Source: an optimization exercise on an open RTL-to-GDS flow (aim: small area, a short achievable clock period and few clock cycles per item). Production flows keep margins and buffers that such runs may drop. Function was checked by simulation only, so behaviour that the tests miss may differ from the original. Power and IR drop assume default switching activity.

Setup of build 47:
## netblk_rx
module netblk_rx (
    input  wire        clk,
    input  wire        rst,
    input  wire        in_valid,
    output wire        in_ready,
    input  wire [31:0] in_data,
    input  wire [2:0]  in_nbytes,    
    input  wire        in_last,
    output wire        res_valid,
    input  wire        res_ready,
    output reg  [2:0]  res_kind,
    output reg  [31:0] res_src,
    output reg  [7:0]  res_type,
    output reg  [15:0] res_id,
    output reg  [15:0] res_seq,
    output reg  [10:0] res_dlen,
    output reg  [1:0]  res_rstat,
    output reg  [15:0] res_ip_csum,
    output reg  [15:0] res_icmp_csum
);
    localparam [10:0] CNT0 = 11'd2020;    
    function [15:0] oc_add;
        input [15:0] a;
        input [15:0] b;
        reg   [15:0] g, p, g1, p1, g2, p2, g3, p3, g4;
        integer i;
        begin
            g = a & b;
            p = a ^ b;
            for (i = 0; i < 16; i = i + 1) begin
                g1[i] = g[i]  | (p[i]  & g[(i + 15) % 16]);
                p1[i] = p[i]  & p[(i + 15) % 16];
            end
            for (i = 0; i < 16; i = i + 1) begin
                g2[i] = g1[i] | (p1[i] & g1[(i + 14) % 16]);
                p2[i] = p1[i] & p1[(i + 14) % 16];
            end
            for (i = 0; i < 16; i = i + 1) begin
                g3[i] = g2[i] | (p2[i] & g2[(i + 12) % 16]);
                p3[i] = p2[i] & p2[(i + 12) % 16];
            end
            for (i = 0; i < 16; i = i + 1)
                g4[i] = g3[i] | (p3[i] & g3[(i + 8) % 16]);
            for (i = 0; i < 16; i = i + 1)
                oc_add[i] = p[i] ^ g4[(i + 15) % 16];
        end
    endfunction
    function [15:0] oc_add3;
        input [15:0] a;
        input [15:0] b;
        input [15:0] c;
        reg   [15:0] s, y;
        begin
            s = a ^ b ^ c;
            y = (a & b) | (a & c) | (b & c);
            oc_add3 = oc_add(s, {y[14:0], y[15]});
        end
    endfunction
    reg        rdy;        
    reg        v1;
    reg [31:0] d1;
    reg [2:0]  nb1;
    reg        l1;
    reg        done;       
    reg        qv;         
    reg [7:0]  at;         
    assign in_ready  = rdy;
    assign res_valid = done;
    wire accept = in_valid && rdy;
    wire c2     = v1 && !done;                
    wire take   = done && res_ready;
    wire absorb = v1 && done && !l1 && !qv;
  ...
For scale: ~780 cells after synthesis, ~160 I/O pins.
Settings: LEC_CHECK=0, CAP_MARGIN=20, CORE_MARGIN=2, CORE_UTILIZATION=55, SLEW_MARGIN=20; clock period 12.0 ns.
standard.sh (not shown) runs the stock make flow with config.mk's settings and CLKGATE_MAP_FILE= SYNTH_SCRIPT=/design/flow/synth_recipe.tcl, a recipe that flattens the netlist after the stock synthesis.
==> flow/flow/run.sh <==
#!/bin/bash
# Standard synthesis, then the standard layout with plain buf_1 port buffers
# instead of the delay buffers buffer_ports picks by default, and timing
# repair aiming at a setup slack of 8.0 ns.
set -euo pipefail
bash standard.sh synth > synth.log 2>&1
bash standard.sh BUFFER_PORTS_ARGS="-buffer_cell sky130_fd_sc_hd__buf_1" SETUP_SLACK_MARGIN=8.0 finish > layout.log 2>&1
Testbench counts of build 47, summed over its fixed seeds: cycles 117,999, packets 3,200.
> inputs changed (build 47 -> build 40)
- setting CTS_BUF_LIST to sky130_fd_sc_hd__clkbuf_8 for the first time
- changing CORE_UTILIZATION from 55 to 70
==> flow/flow/run.sh <==
#!/bin/bash
# Standard synthesis, then the standard layout with plain buf_1 port buffers
# instead of the delay buffers buffer_ports picks by default, and timing
# repair aiming at a setup slack of 8.45 ns.
set -euo pipefail
bash standard.sh synth > synth.log 2>&1
bash standard.sh BUFFER_PORTS_ARGS="-buffer_cell sky130_fd_sc_hd__buf_1" SETUP_SLACK_MARGIN=8.45 finish > layout.log 2>&1
Notes after the runs:
Build 40 did not stop at any stage, and its layout met the timing, DRC and antenna checks. Build 40 against build 47; final RePlAce weighted congestion is up slightly. Build 40 vs build 47: biggest cell delay along the critical path down in build 40. Taking build 40 over build 47, the total power ratio works out to 0.906. Summary: with build 47 as the reference, via count in build 40 moved up by a few percent. | critical path depth | build 40 vs build 47 | 2 lower |.
For build 32, these inputs were changed with respect to build 40:
- CORE_UTILIZATION changed from 70 to 55
Findings:
Going from build 40 to build 32, maximum frequency shrank by 1.6 MHz, share of post-route cells with drive strength above 1 grew by 0.89 points, internal power contribution shrank by 1.2%, part of the power in the clock network grew by 0.3 points.
Per the comparison of build 32 with build 40, number of buffers other than clock buffers in the final layout now larger; clock-cell share of area neither gained nor lost much; first-iteration DRC count has decreased.
Looking at start point of the critical path, the res_icmp_csum[8] result is from build 32; the res_icmp_csum[9] one comes from build 40.
Relative to build 32, the following input files were edited for build 80:
- clearing CTS_BUF_LIST, which used to be sky130_fd_sc_hd__clkbuf_8
==> flow/flow/run.sh <==
#!/bin/bash
# Standard synthesis, then the standard layout with plain buf_1 port buffers
# instead of the delay buffers buffer_ports picks by default, and timing
# repair aiming at a setup slack of 8.6 ns.
set -euo pipefail
bash standard.sh synth > synth.log 2>&1
bash standard.sh BUFFER_PORTS_ARGS="-buffer_cell sky130_fd_sc_hd__buf_1" SETUP_SLACK_MARGIN=8.6 finish > layout.log 2>&1
--- outcome ---
Summary: with build 32 as the reference, routed via count divided by cell count in build 80 moved up slightly. Relative to build 32, post-route cell area has gone up in build 80. Re fraction of area in multi-input gates: build 80 and build 32 aren't equal, and the lower value belongs to build 80. Build 80 against build 32: net total in the final layout higher; utilization after layout grew by 3.5 points; area used by multi-input combinational logic increased by about 2% relative to the old numbers. Combinational-cell power consumption delta for build 80 relative to build 32: about 12% higher. Going from build 32 to build 80, the share of cells above drive strength 1 was found to have gone up by 7.7 points. Build 32 leaves less setup margin than build 80.

## re-timing with driven ports
No port has a modelled driver above. Below, the same layouts with a new extraction and two added sets of constraints. Step 1: set_driving_cell puts a clkbuf_16 on clk and a buf_2 on each other input, an assumption about the parent block. Step 2 also shifts input and output timing later by t, the mid clock arrival at the registers, as if the neighbouring blocks saw the same clock. a / b / c = no drivers / after step 1 / after step 2; a / b = the first two.
run	shift t [ns]	slack for setup (ns)	worst setup path at the end	latest minus earliest clock arrival (ns)
build 47	0.471	8.385 / 8.399 / 7.941	input to register	0.013 / 0.013
build 40	0.510	8.475 / 8.439 / 8.083	input to register	0.011 / 0.010
build 32	0.506	8.454 / 8.416 / 8.275	input to register	0.016 / 0.016
build 80	0.473	8.503 / 8.459 / 8.296	input to register	0.012 / 0.013
After both steps setup and hold are still met in every run listed. The setup slack of build 47, which loses most, moves by +0.014 ns with the drivers and by -0.444 ns with both steps.
